Source: an optimization exercise on an open RTL-to-GDS flow (aim: small area, a short achievable clock period and few clock cycles per item). Production flows keep margins and buffers that such runs may drop. At most, simulation tests tie the RTL to the original design; equivalence was not proved. Power is estimated from default activity; no workload was simulated.

Setup of the baseline:
==> flow/design.v (excerpt) <==
module conv3x3 (
    input  wire         clk,
    input  wire         rst,
    input  wire         cfg_we,
    input  wire [3:0]   cfg_addr,
    input  wire [31:0]  cfg_wdata,
    input  wire         in_valid,
    output wire         in_ready,
    input  wire [143:0] in_pix,
    input  wire [8:0]   in_mask,
    output wire         out_valid,
    input  wire         out_ready,
    output wire [15:0]  out_pix
);
Size: roughly 6000 cells after synthesis, about 210 I/O pins, ~0.062 mm² of cells after synthesis.
==> flow/config.mk <==
export PLATFORM = sky130hd
export DESIGN_NAME = conv3x3
export DESIGN_NICKNAME = conv3x3
export VERILOG_FILES = /design/flow/design.v
export SDC_FILE = /design/flow/constraint.sdc
export NUM_CORES = 4
export LEC_CHECK = 0
export CAP_MARGIN = 20
export CORE_MARGIN = 2
export CORE_UTILIZATION = 60
export SLEW_MARGIN = 20
==> flow/constraint.sdc <==
create_clock -name core_clock -period 12.5 [get_ports {clk}]
set_input_delay 2.5000 -clock core_clock [delete_from_list [all_inputs] [get_ports {clk}]]
set_output_delay 2.5000 -clock core_clock [all_outputs]
set_load 0.01 [all_outputs]
standard.sh (not shown) runs the stock make flow with config.mk's settings and CLKGATE_MAP_FILE= SYNTH_SCRIPT=/design/flow/synth_recipe.tcl, a recipe that flattens the netlist after the stock synthesis.
==> flow/flow/run.sh <==
#!/bin/bash
# The standard layout (standard.sh, unchanged synthesis), with two changes in how it
# is made: timing repair aims for 8 ns of extra setup slack, so the resizer keeps
# improving paths past the 12.5 ns constraint, and clock tree synthesis clusters more
# sinks per leaf buffer and inserts no dummy loads. Each tool's output is in standard.log.
set -o pipefail
bash standard.sh SETUP_SLACK_MARGIN=8 \
  "CTS_ARGS=-sink_clustering_enable -repair_clock_nets -sink_clustering_size 25 -sink_clustering_max_diameter 90 -dont_use_dummy_load" \
  finish > standard.log 2>&1
The baseline reached the final stage; the timing, DRC and antenna checks on its layout passed.
Edits applied to the flow inputs when going from the baseline to the candidate:
--- a/flow/design.v
+++ b/flow/design.v
@@ -54,21 +54,21 @@
     reg [1:0]  dig_kind;
     reg        dig_first;
     reg        dig_last;
     reg        dig_usew;
     reg [8:0]  d_one, d_two, d_neg;
     reg          acc_done;
     reg [1:0]    acc_kind;
     reg          acc_usew;
     reg [SW-1:0] acc_s, acc_c;
     reg          s2_v, s2_wait;
-    reg [50:0]   s2_n;
+    reg [50:0]   s2_n;      
     reg          s2_sneg;
     reg [DM-1:0] s2_d;
     reg          s2_dneg;
     reg [DM-1:0] cd_r;
     reg          cd_neg;
     reg [15:0]   out_r;
     reg          out_v;
     wire [3:0] jtop      = lane16 ? 4'd8 : 4'd4;
     wire       need_wsum = dyn_div & ~&in_mask;
     wire prep;
@@ -124,36 +124,43 @@
     wire [SW-1:0] ac4 = dig_first ? {SW{1'b0}} : {acc_c[SW-3:0], 2'b00};
     wire [SW-1:0] ra, rb;
     c3_mac u_mac (.one(d_one), .two(d_two), .neg(d_neg), .w(wflat), .as(as4), .ac(ac4), .ra(ra), .rb(rb));
     wire [SW-1:0] racc    = acc_s + acc_c;
     wire [SW-1:0] rm1     = acc_s + acc_c + {SW{1'b1}};
     wire          tot_div = (acc_kind == K_TOT) && !div_auto;
     wire [SW-1:0] dsx     = {{(SW-32){divisor[31]}}, divisor};
     wire          abs_neg = tot_div ? divisor[31] : racc[SW-1];
     wire [SW-1:0] abs_out = tot_div ? (divisor[31] ? (~dsx + 1'b1) : dsx) :
                             (racc[SW-1] ? ~rm1 : racc);
-    wire          acc_zero = &(~((acc_s ^ acc_c) ^ {(acc_s[SW-2:0] | acc_c[SW-2:0]), 1'b0}));
-    wire          abs_zero = tot_div ? ~|divisor : acc_zero;
-    wire [DM-1:0] abs_d   = {abs_out[DM-1:1], abs_out[0] | abs_zero};
+    wire          abs_zero = tot_div ? ~|divisor : ~|racc;
+    wire [DM-1:0] abs_d   = abs_zero ? {{(DM-1){1'b0}}, 1'b1} : abs_out[DM-1:0];
     wire [31:0] T = threshold;
     wire t_small8  = (T[31:10] == 22'd0) | ((&T[31:10]) & (T[9:8] != 2'b00));
     wire t_small16 = (T[31:18] == 14'd0) | ((&T[31:18]) & (T[17:16] != 2'b00));
     reg  [1:0] msel;       
     always @(posedge clk) msel <= lane16 ? (t_small16 ? 2'd1 : 2'd2) : (t_small8 ? 2'd0 : 2'd2);
+    reg [50:0] nrot;
+    always @(*) begin
+        case (msel)
+            2'd0:    nrot = {abs_out[9:0],  abs_out[50:10]};
+            2'd1:    nrot = {abs_out[17:0], abs_out[50:18]};
+            default: nrot = {abs_out[33:0], abs_out[50:34]};
+        endcase
+    end
     reg [40:0]   nhi;     
     reg [QW-1:0] nlo;     
     reg [5:0]    kit;     
     always @(*) begin
         case (msel)
-            2'd0:    begin nhi = s2_n >> 10; nlo = {s2_n[9:0],  24'd0}; kit = 6'd8;  end
-            2'd1:    begin nhi = s2_n >> 18; nlo = {s2_n[17:0], 16'd0}; kit = 6'd16; end
-            default: begin nhi = s2_n >> 34; nlo = s2_n[33:0];          kit = 6'd32; end
+            2'd0:    begin nhi = {6'd0, s2_n[40:0]};   nlo = {s2_n[50:17] & {{10{1'b1}}, 24'd0}}; kit = 6'd8;  end
+            2'd1:    begin nhi = {8'd0, s2_n[32:0]};   nlo = {s2_n[50:17] & {{18{1'b1}}, 16'd0}}; kit = 6'd16; end
+            default: begin nhi = {24'd0, s2_n[16:0]};  nlo = s2_n[50:17];                          kit = 6'd32; end
         endcase
     end
     wire ovf = (nhi >= {6'd0, s2_d});
     reg          pin, pout;           
     reg [1:0]    dst  [0:1];
     reg [5:0]    dcnt [0:1];
     reg [DM-1:0] rem  [0:1];
     reg [QW-1:0] nq   [0:1];
     reg [DM-1:0] dd   [0:1];
     reg          qneg [0:1];
@@ -275,21 +282,21 @@
             dig_usew  <= need_wsum;
         end
         if (csa_go) begin
             acc_s    <= ra;
             acc_c    <= rb;
             acc_usew <= dig_usew;
         end
         if (cpa_go) begin
             case (acc_kind)
                 K_PIX: begin
-                    s2_n    <= abs_out[50:0];
+                    s2_n    <= nrot;
                     s2_sneg <= abs_neg;
                     if (!acc_usew) begin
                         s2_d    <= cd_r;
                         s2_dneg <= cd_neg;
                     end
                 end
                 K_WS: begin
                     s2_d    <= abs_d;
                     s2_dneg <= abs_neg;
                 end
## What came out
No stage failed in the candidate, and the final checks on the layout all came back clean.
Looking at maximum frequency, the candidate sits 2.3% above the baseline.
Compared the candidate vs the baseline, and global routing met3 resource utilization is up in the candidate.
Changes observed in the candidate relative to the baseline: final critical-path required period shrank by 0.10 ns; sequential cell fraction of total power shrank by 0.5 points; sequential cell count held steady; critical path depth grew by 4.
Synthesized-area fraction occupied by adder cells was higher in the baseline than in the candidate.
Going from the baseline to the candidate, sequential share of layout area grows by 0.50 points.
From the baseline to the candidate the numbers moved as follows: via count increased by about 1.2% relative to the old numbers, total routing usage reported by global routing has increased, total power did not really move, cell area decreased 1.4%.
Of the two values seen for critical path endpoint, s2_d[20]$_DFFE_PP_ was produced by the baseline and out_r[11]$_DFFE_PN_ by the candidate.
Design internal power, the candidate and the baseline, lower one = the candidate.
Looking at relative area change from synthesis to final layout across the candidate and the baseline, the one that comes out lower is the baseline.
Testbench counts of the candidate, summed over its fixed seeds: cycles 32,911, items 4,096.
Only the layout flow was run in the baseline; the RTL was not checked for function there.

==> re-timing with driven ports <==
In the flow no input, the clock included, has a driving cell. The finished layouts below were timed again as built, in two steps. Step 1 assumes that a clkbuf_16 drives the clock port and a buf_2 every other input. Step 2 times the ports against the registers' clock, not the clock port: input delays grow and output delays shrink by t, the midpoint of the rising clock arrivals with the driver on. Slacks: ideal ports / drivers / drivers and shift; pairs: ideal ports / drivers.
run | shift t [ns] | setup slack, ns | latest minus earliest clock arrival (ns)
the baseline | 0.724 | 7.824 / 7.824 / 7.494 | 0.086 / 0.087
the candidate | 0.706 | 7.928 / 7.928 / 7.439 | 0.078 / 0.079
After both steps setup and hold are still met in every run listed. For the candidate, which loses most, drivers alone change the setup slack by 0.000 ns; drivers and shift together by -0.489 ns.
